What follows belongs to an exercise in optimizing a design on an open flow for small area, a short achievable clock period and few clock cycles; a production flow would make more cautious choices. The RTL was checked by simulation tests, not by an equivalence proof against the original design. No activity file was given, so power comes from the tool's default toggle rates.

==> inputs of raven <==
==> flow/design.v <==
module arith_core #(parameter N = 32) (
    input  wire         clk,
    input  wire         rst,
    input  wire         start,
    input  wire [4:0]   cmd,
    input  wire [N-1:0] a_in,
    input  wire [N-1:0] b_in,
    output reg          busy,
    output reg          done,
    output reg  [1:0]   status,
    output wire [N-1:0] res_hi,
    output wire [N-1:0] res_lo,
    output reg  [3:0]   flags
);
    localparam W = 37;                  
    localparam [1:0] ST_OK = 2'd0, ST_DIV0 = 2'd1, ST_ILLEGAL = 2'd2;
    reg [31:0] A;
    reg [32:0] H;
    reg [31:0] L;
    reg        qm1;
    reg [5:0]  cnt;         
    reg [4:0]  sk;          
    reg [4:0]  cmd_r;
    reg        a31;
    reg        b31s;        
    reg        sa_r;        
    reg        qnz;         
    reg        first;       
    reg op_booth, op_corr, op_add, op_negl, op_step, op_sh8, op_sh2, op_fixr;
    assign res_hi = H[31:0];
    assign res_lo = L;
    wire s       = cmd_r[4];
    wire is_add  = cmd_r[3:1] == 3'b000;
    wire sub     = cmd_r[0];
    wire is_mul  = cmd_r[3:2] == 2'b01;
    wire is_div  = cmd_r[3:1] == 3'b100;
    wire illegal = ~(is_add | is_mul | is_div);
    wire sa      = sa_r;
    wire sb      = b31s;
    wire corr    = ~s & a31;
    wire a_zero  = A == 32'd0;
    reg ye, ys, yi, ze, zs, zi;
    wire e = b31s;
    wire [W-1:0] aext = ys ? {e, e, e, e, A, 1'b0} : {e, e, e, e, e, A};
    wire [W-1:0] y    = ye ? (aext ^ {W{yi}}) : {W{1'b0}};
    wire ycin = ye & yi;
    wire [W-1:0] zext = zs ? {e, e, A, 3'b000} : {e, e, e, A, 2'b00};
    wire [W-1:0] z    = ze ? (zext ^ {W{zi}}) : {W{1'b0}};
    wire zcin = ze & zi;
    function [2:0] booth;           
        input [2:0] bd;
        booth = {~((bd == 3'b000) | (bd == 3'b111)), (bd == 3'b011) | (bd == 3'b100), bd[2]};
    endfunction
    wire [W-1:0] hext = {{4{H[32]}}, H};
    wire [W-1:0] x = (op_booth | op_corr | op_fixr) ? (hext ^ {W{op_fixr & sa}}) :
                     op_step                        ? {{3{H[32]}}, H, L[31]} :
                                                      {5'b00000, L ^ {32{op_negl}}};
    wire [W-1:0] cs_s = x ^ y ^ z;
    wire [W-1:0] cs_c = {(x[W-2:0] & y[W-2:0]) | (x[W-2:0] & z[W-2:0]) | (y[W-2:0] & z[W-2:0]),
                         op_booth ? zcin : ycin};
    wire cpa_cin = op_booth ? ycin : (op_negl | (op_fixr & sa));
    wire [W:0] sm1 = {cs_s, 1'b1} + {cs_c, cpa_cin};
    wire [W-1:0] sm = sm1[W:1];
    wire neg = sm[W-1];
    wire [32:0] h_n = op_booth                      ? sm[36:4] :
                      (op_corr | op_step | op_fixr) ? sm[32:0] :
                      op_sh8                        ? {1'b0, H[23:0], L[31:24]} :
                      op_sh2                        ? {1'b0, H[30:0], L[31:30]} :
                      op_add                        ? 33'd0 : H;
    wire [31:0] l_n = op_booth                      ? {sm[3:0], L[31:4]} :
                      op_step                       ? {L[30:0], ~neg} :
                      op_sh8                        ? {L[23:0], 8'd0} :
                      op_sh2                        ? {L[29:0], 2'd0} :
                      (op_add | op_negl)            ? sm[31:0] : L;
    wire qbit = op_step & ~neg;
    wire [31:0] dd = sb ? ~A : A;
    reg  [4:0]  m;
    integer i;
    always @* begin
        m = 5'd0;
        for (i = 1; i < 32; i = i + 1)
            if (dd[i]) m = i[4:0];
    end
    wire [5:0] cnt_n = cnt + (op_sh8 ? 6'd8 : op_sh2 ? 6'd2 : (op_step | op_booth) ? 6'd1 : 6'd0);
    wire [4:0] sk_n  = (first ? m : sk) - (op_sh8 ? 5'd8 : op_sh2 ? 5'd2 : 5'd0);
    wire div_more = (op_negl & first) | ((op_sh8 | op_sh2 | op_step) & (cnt_n != 6'd32));
    wire div_end  = op_step & (cnt_n == 6'd32);
    wire mul_last = op_booth & (cnt == 6'd7);
    wire early  = first & (illegal | is_add | (is_div & a_zero));
    wire finish = early
                | (mul_last & ~corr)
                | op_corr
                | (div_end & ~neg & ~sa & ~sb)
                | (op_fixr & ~(sa ^ sb))
                | (op_negl & ~first);
    wire add_c  = sm[32] ^ e ^ sub;
    wire [31:0] zp = x[31:0] ^ y[31:0];
    wire [31:0] zc = {x[30:0] | y[30:0], sub};
    wire add_z = &(zp ~^ zc);
    wire [3:0] add_flags = {add_z, s & sm[31],
                            x[31] ^ y[31] ^ sm[31] ^ add_c, add_c};
    wire qnz_n = qnz | qbit;
    wire [3:0] div_flags = {~qnz_n, s & l_n[31], sa & sb & l_n[31], 1'b0};
    wire mul_z = a_zero | (L == 32'd0);
    wire [3:0] mul_flags = {mul_z, s & (A[31] ^ L[31]) & ~mul_z, 2'b00};
    wire in_mul = cmd[3:2] == 2'b01;
    wire in_add = cmd[3:1] == 3'b000;
    wire in_div = cmd[3:1] == 3'b100;
    wire in_sa  = cmd[4] & a_in[31];
    wire in_sb  = cmd[4] & b_in[31];
    wire in_ge8 = in_sb ? ~&b_in[31:8] : |b_in[31:8];
    wire in_ge2 = in_sb ? ~&b_in[31:2] : |b_in[31:2];
    wire in_dv  = in_div & ~in_sa;
    wire [2:0] in_b0 = booth({a_in[1], a_in[0], 1'b0});
    wire [2:0] in_b1 = booth({a_in[3], a_in[2], a_in[1]});
    wire [2:0] in_y  = in_mul ? in_b0 :
                       in_add ? {2'b10, cmd[0]} :
                       (in_dv & ~in_ge2) ? {2'b10, ~in_sb} : 3'b000;
    wire [2:0] in_z  = in_mul ? in_b1 : 3'b000;
    wire nx_booth = op_booth & ~mul_last;
    wire nx_corr  = mul_last & corr;
    wire nx_step  = div_more & (sk_n < 5'd2);
    wire nx_fixr  = div_end & (neg | sa);
    wire rsign_n  = op_step & neg;       
    wire [2:0] nb0 = booth({L[5], L[4], L[3]});
    wire [2:0] nb1 = booth({L[7], L[6], L[5]});
    wire [2:0] nx_y = nx_booth ? nb0 :
                      nx_corr  ? 3'b100 :
                      nx_step  ? {2'b10, ~rsign_n ^ sb} :
                      nx_fixr  ? {neg, 1'b0, sa ^ sb} : 3'b000;
    wire [2:0] nx_z = nx_booth ? nb1 : 3'b000;
    wire accept = ~busy & start;
    always @(posedge clk) begin
        if (rst) begin
            busy <= 1'b0;
            done <= 1'b0;
        end else if (accept) begin
            busy <= 1'b1;
            done <= 1'b0;
        end else if (busy & finish) begin
            busy <= 1'b0;
            done <= 1'b1;
        end
    end
    always @(posedge clk) begin
        if (accept) begin
            A     <= b_in;
            L     <= a_in;
            H     <= 33'd0;
            qm1   <= 1'b0;
            cnt   <= 6'd0;
            cmd_r <= cmd;
            a31   <= a_in[31];
            b31s  <= in_sb;
            sa_r  <= in_sa;
            qnz   <= 1'b0;
            first <= 1'b1;
            op_booth <= in_mul;
            op_corr  <= 1'b0;
            op_add   <= in_add;
            op_negl  <= in_div & in_sa;
            op_sh8   <= in_dv & in_ge8;
            op_sh2   <= in_dv & ~in_ge8 & in_ge2;
            op_step  <= in_dv & ~in_ge2;
            op_fixr  <= 1'b0;
            {ye, ys, yi} <= in_y;
            {ze, zs, zi} <= in_z;
        end else if (busy) begin
            H     <= h_n;
            L     <= l_n;
            qm1   <= op_booth ? L[3] : qm1;
            cnt   <= cnt_n;
            sk    <= sk_n;
            qnz   <= qnz_n;
            first <= 1'b0;
            op_booth <= op_booth & ~mul_last;
            op_corr  <= mul_last & corr;
            op_add   <= 1'b0;
            op_negl  <= (div_end & ~neg & ~sa & sb) | (op_fixr & (sa ^ sb));
            op_sh8   <= div_more & (sk_n >= 5'd8);
            op_sh2   <= div_more & (sk_n < 5'd8) & (sk_n >= 5'd2);
            op_step  <= div_more & (sk_n < 5'd2);
            op_fixr  <= div_end & (neg | sa);
            {ye, ys, yi} <= nx_y;
            {ze, zs, zi} <= nx_z;
        end
    end
    always @(posedge clk) begin
        if (busy & first & is_mul)
            flags <= mul_flags;
        else if (busy & finish & is_add)
            flags <= add_flags;
        else if (busy & finish & is_div)
            flags <= div_flags;
        if (busy & finish)
            status <= illegal ? ST_ILLEGAL : (early & is_div) ? ST_DIV0 : ST_OK;
    end
endmodule
==> flow/flow/run.sh <==
#!/bin/bash
# Standard layout, with timing repair asked to reach 5 ns paths (a setup
# margin on the unchanged 20 ns constraint); every tool's log stays under
# orfs/logs, make's own output goes to flow_make.log.
set -euo pipefail
bash standard.sh SETUP_SLACK_MARGIN=15 finish > flow_make.log 2>&1
==> flow/standard.sh <==
#!/bin/bash
# synth_recipe.tcl (not shown) runs the flow's synth.tcl, then flattens the netlist and writes it again
# the make line also repeats each setting of config.mk as NAME=value (left out here)
make -C /OpenROAD-flow-scripts/flow DESIGN_CONFIG=/design/flow/config.mk WORK_HOME=/design/flow/orfs CLKGATE_MAP_FILE= SYNTH_SCRIPT=/design/flow/synth_recipe.tcl "${@:-finish}"
==> flow/config.mk <==
export PLATFORM = sky130hd
export DESIGN_NAME = arith_core
export DESIGN_NICKNAME = arith_core
export VERILOG_FILES = /design/flow/design.v
export SDC_FILE = /design/flow/constraint.sdc
export NUM_CORES = 4
export LEC_CHECK = 0
export CAP_MARGIN = 20
export CORE_MARGIN = 2
export CORE_UTILIZATION = 40
export SLEW_MARGIN = 20
==> flow/constraint.sdc <==
create_clock -name core_clock -period 20.0 [get_ports {clk}]
set_input_delay 4.0000 -clock core_clock [delete_from_list [all_inputs] [get_ports {clk}]]
set_output_delay 4.0000 -clock core_clock [all_outputs]
set_load 0.01 [all_outputs]
==> quartz: changes against raven <==
--- a/flow/design.v
+++ b/flow/design.v
@@ -26,7 +26,14 @@
     reg        sa_r;        
     reg        qnz;         
     reg        first;       
-    reg op_booth, op_corr, op_add, op_negl, op_step, op_sh8, op_sh2, op_fixr;
+    reg op_booth, op_corr, op_add, op_negl, op_fixr;
+    reg r_step, r_sh8, r_sh2;   
+    reg dv0;                    
+    reg ge8_r, ge2_r;           
+    wire op_sh8  = r_sh8 | (dv0 & ge8_r);
+    wire op_sh2  = r_sh2 | (dv0 & ~ge8_r & ge2_r);
+    wire op_step = r_step | (dv0 & ~ge2_r);
+    wire x_step  = r_step | dv0;
     assign res_hi = H[31:0];
     assign res_lo = L;
     wire s       = cmd_r[4];
@@ -53,7 +60,7 @@
     endfunction
     wire [W-1:0] hext = {{4{H[32]}}, H};
     wire [W-1:0] x = (op_booth | op_corr | op_fixr) ? (hext ^ {W{op_fixr & sa}}) :
-                     op_step                        ? {{3{H[32]}}, H, L[31]} :
+                     x_step                         ? {{3{H[32]}}, H, L[31]} :
                                                       {5'b00000, L ^ {32{op_negl}}};
     wire [W-1:0] cs_s = x ^ y ^ z;
     wire [W-1:0] cs_c = {(x[W-2:0] & y[W-2:0]) | (x[W-2:0] & z[W-2:0]) | (y[W-2:0] & z[W-2:0]),
@@ -115,7 +122,7 @@
     wire [2:0] in_b1 = booth({a_in[3], a_in[2], a_in[1]});
     wire [2:0] in_y  = in_mul ? in_b0 :
                        in_add ? {2'b10, cmd[0]} :
-                       (in_dv & ~in_ge2) ? {2'b10, ~in_sb} : 3'b000;
+                       in_dv ? {2'b10, ~in_sb} : 3'b000;
     wire [2:0] in_z  = in_mul ? in_b1 : 3'b000;
     wire nx_booth = op_booth & ~mul_last;
     wire nx_corr  = mul_last & corr;
@@ -159,9 +166,12 @@
             op_corr  <= 1'b0;
             op_add   <= in_add;
             op_negl  <= in_div & in_sa;
-            op_sh8   <= in_dv & in_ge8;
-            op_sh2   <= in_dv & ~in_ge8 & in_ge2;
-            op_step  <= in_dv & ~in_ge2;
+            r_sh8    <= 1'b0;
+            r_sh2    <= 1'b0;
+            r_step   <= 1'b0;
+            dv0      <= in_dv;
+            ge8_r    <= in_ge8;
+            ge2_r    <= in_ge2;
             op_fixr  <= 1'b0;
             {ye, ys, yi} <= in_y;
             {ze, zs, zi} <= in_z;
@@ -177,9 +187,10 @@
             op_corr  <= mul_last & corr;
             op_add   <= 1'b0;
             op_negl  <= (div_end & ~neg & ~sa & sb) | (op_fixr & (sa ^ sb));
-            op_sh8   <= div_more & (sk_n >= 5'd8);
-            op_sh2   <= div_more & (sk_n < 5'd8) & (sk_n >= 5'd2);
-            op_step  <= div_more & (sk_n < 5'd2);
+            r_sh8    <= div_more & (sk_n >= 5'd8);
+            r_sh2    <= div_more & (sk_n < 5'd8) & (sk_n >= 5'd2);
+            r_step   <= div_more & (sk_n < 5'd2);
+            dv0      <= 1'b0;
             op_fixr  <= div_end & (neg | sa);
             {ye, ys, yi} <= nx_y;
             {ze, zs, zi} <= nx_z;
==> flow/flow/run.sh (replaced) <==
#!/bin/bash
# Standard layout, with two changes to how it is made:
#  - timing repair is asked to reach 5.3 ns paths (a setup margin on the
#    unchanged 20 ns constraint);
#  - every input and output port still gets its own buffer, but a buf_1
#    instead of the larger cell buffer_ports picks by default.
# Every tool's log stays under orfs/logs; make's own output goes to
# flow_make.log.
set -euo pipefail
bash standard.sh SETUP_SLACK_MARGIN=14.7 \
  "BUFFER_PORTS_ARGS=-buffer_cell sky130_fd_sc_hd__buf_1" finish > flow_make.log 2>&1
==> comparison table <==
metric	quartz	raven
Status	timing/DRC/antenna clean	timing/DRC/antenna clean
NumNets Final	2112	2143
Initial Util	40.70%	40.33%
Share of post-route cells with drive strength above 1	6.598%	21.46%
Delay of the slowest critical-path stage	0.67 ns	0.40 ns
Post-DP HPWL	40630 um	40930 um
Startpoint of the tightest hold check path	cnt[0]	cnt[3]
Flop2flop setup slack	14.84 ns	15.02 ns
Startpoint types	flop	input pin
Synth-to-layout area growth	9.998%	22.77%
Time the final worst path needs with I/O delays and setup	5.329 ns	5.316 ns
Startpoint of the worst setup timing path	L[26]	b_in[11]
Weighted congestion reported at the end of routability-driven placement	0.9259	0.9449
Pin count of the biggest net entering global routing	86	73
Register bit count reported by yosys	142	139
Switching part of the total	52.15%	51.69%
Clock Power	323 uW	307 uW
Detailed-routing iteration count for the pre-antenna-repair pass	5	6
Highest Signal Layer	met5	met4
Multi-input combinational area share	62.29%	58.64%
Measured slew at the worst slew-check pin	0.9847 ns	1.102 ns
Area of the die	39910 um2	39280 um2
Testbench counts of raven, summed over its fixed seeds: cycles 74,844.
Testbench counts of quartz, summed over its fixed seeds: cycles 74,844.

static timing again, ports no longer ideal:
Ports are ideal in the flow. The routed layouts listed here were re-timed in OpenROAD.
Step 1 (the two cells are an assumption about what drives the block):
set clk [get_ports {clk}]
set_driving_cell -lib_cell sky130_fd_sc_hd__clkbuf_16 $clk
set_driving_cell -lib_cell sky130_fd_sc_hd__buf_2 [delete_from_list [all_inputs] $clk]
Step 2 also shifts input and output timing later by t, the mid clock arrival at the registers, as if the neighbouring blocks saw the same clock.
Three values: ideal ports, drivers, drivers and shift; two values: the first two.
| run | t (ns) | slack for setup (ns) | worst setup path at the end | slew at the worst register clock pin (ns) | worst data-port slew with drivers (ns) |
|---|---|---|---|---|---|
| raven | 0.507 | 14.684 / 14.699 / 14.192 | input to register | 0.07 / 0.07 | 0.06 |
| quartz | 0.504 | 14.671 / 14.619 / 14.346 | input to register | 0.07 / 0.07 | 0.06 |
After both steps every run listed still meets setup and hold. For raven, which loses most, drivers alone change the setup slack by +0.015 ns; drivers and shift together by -0.492 ns.
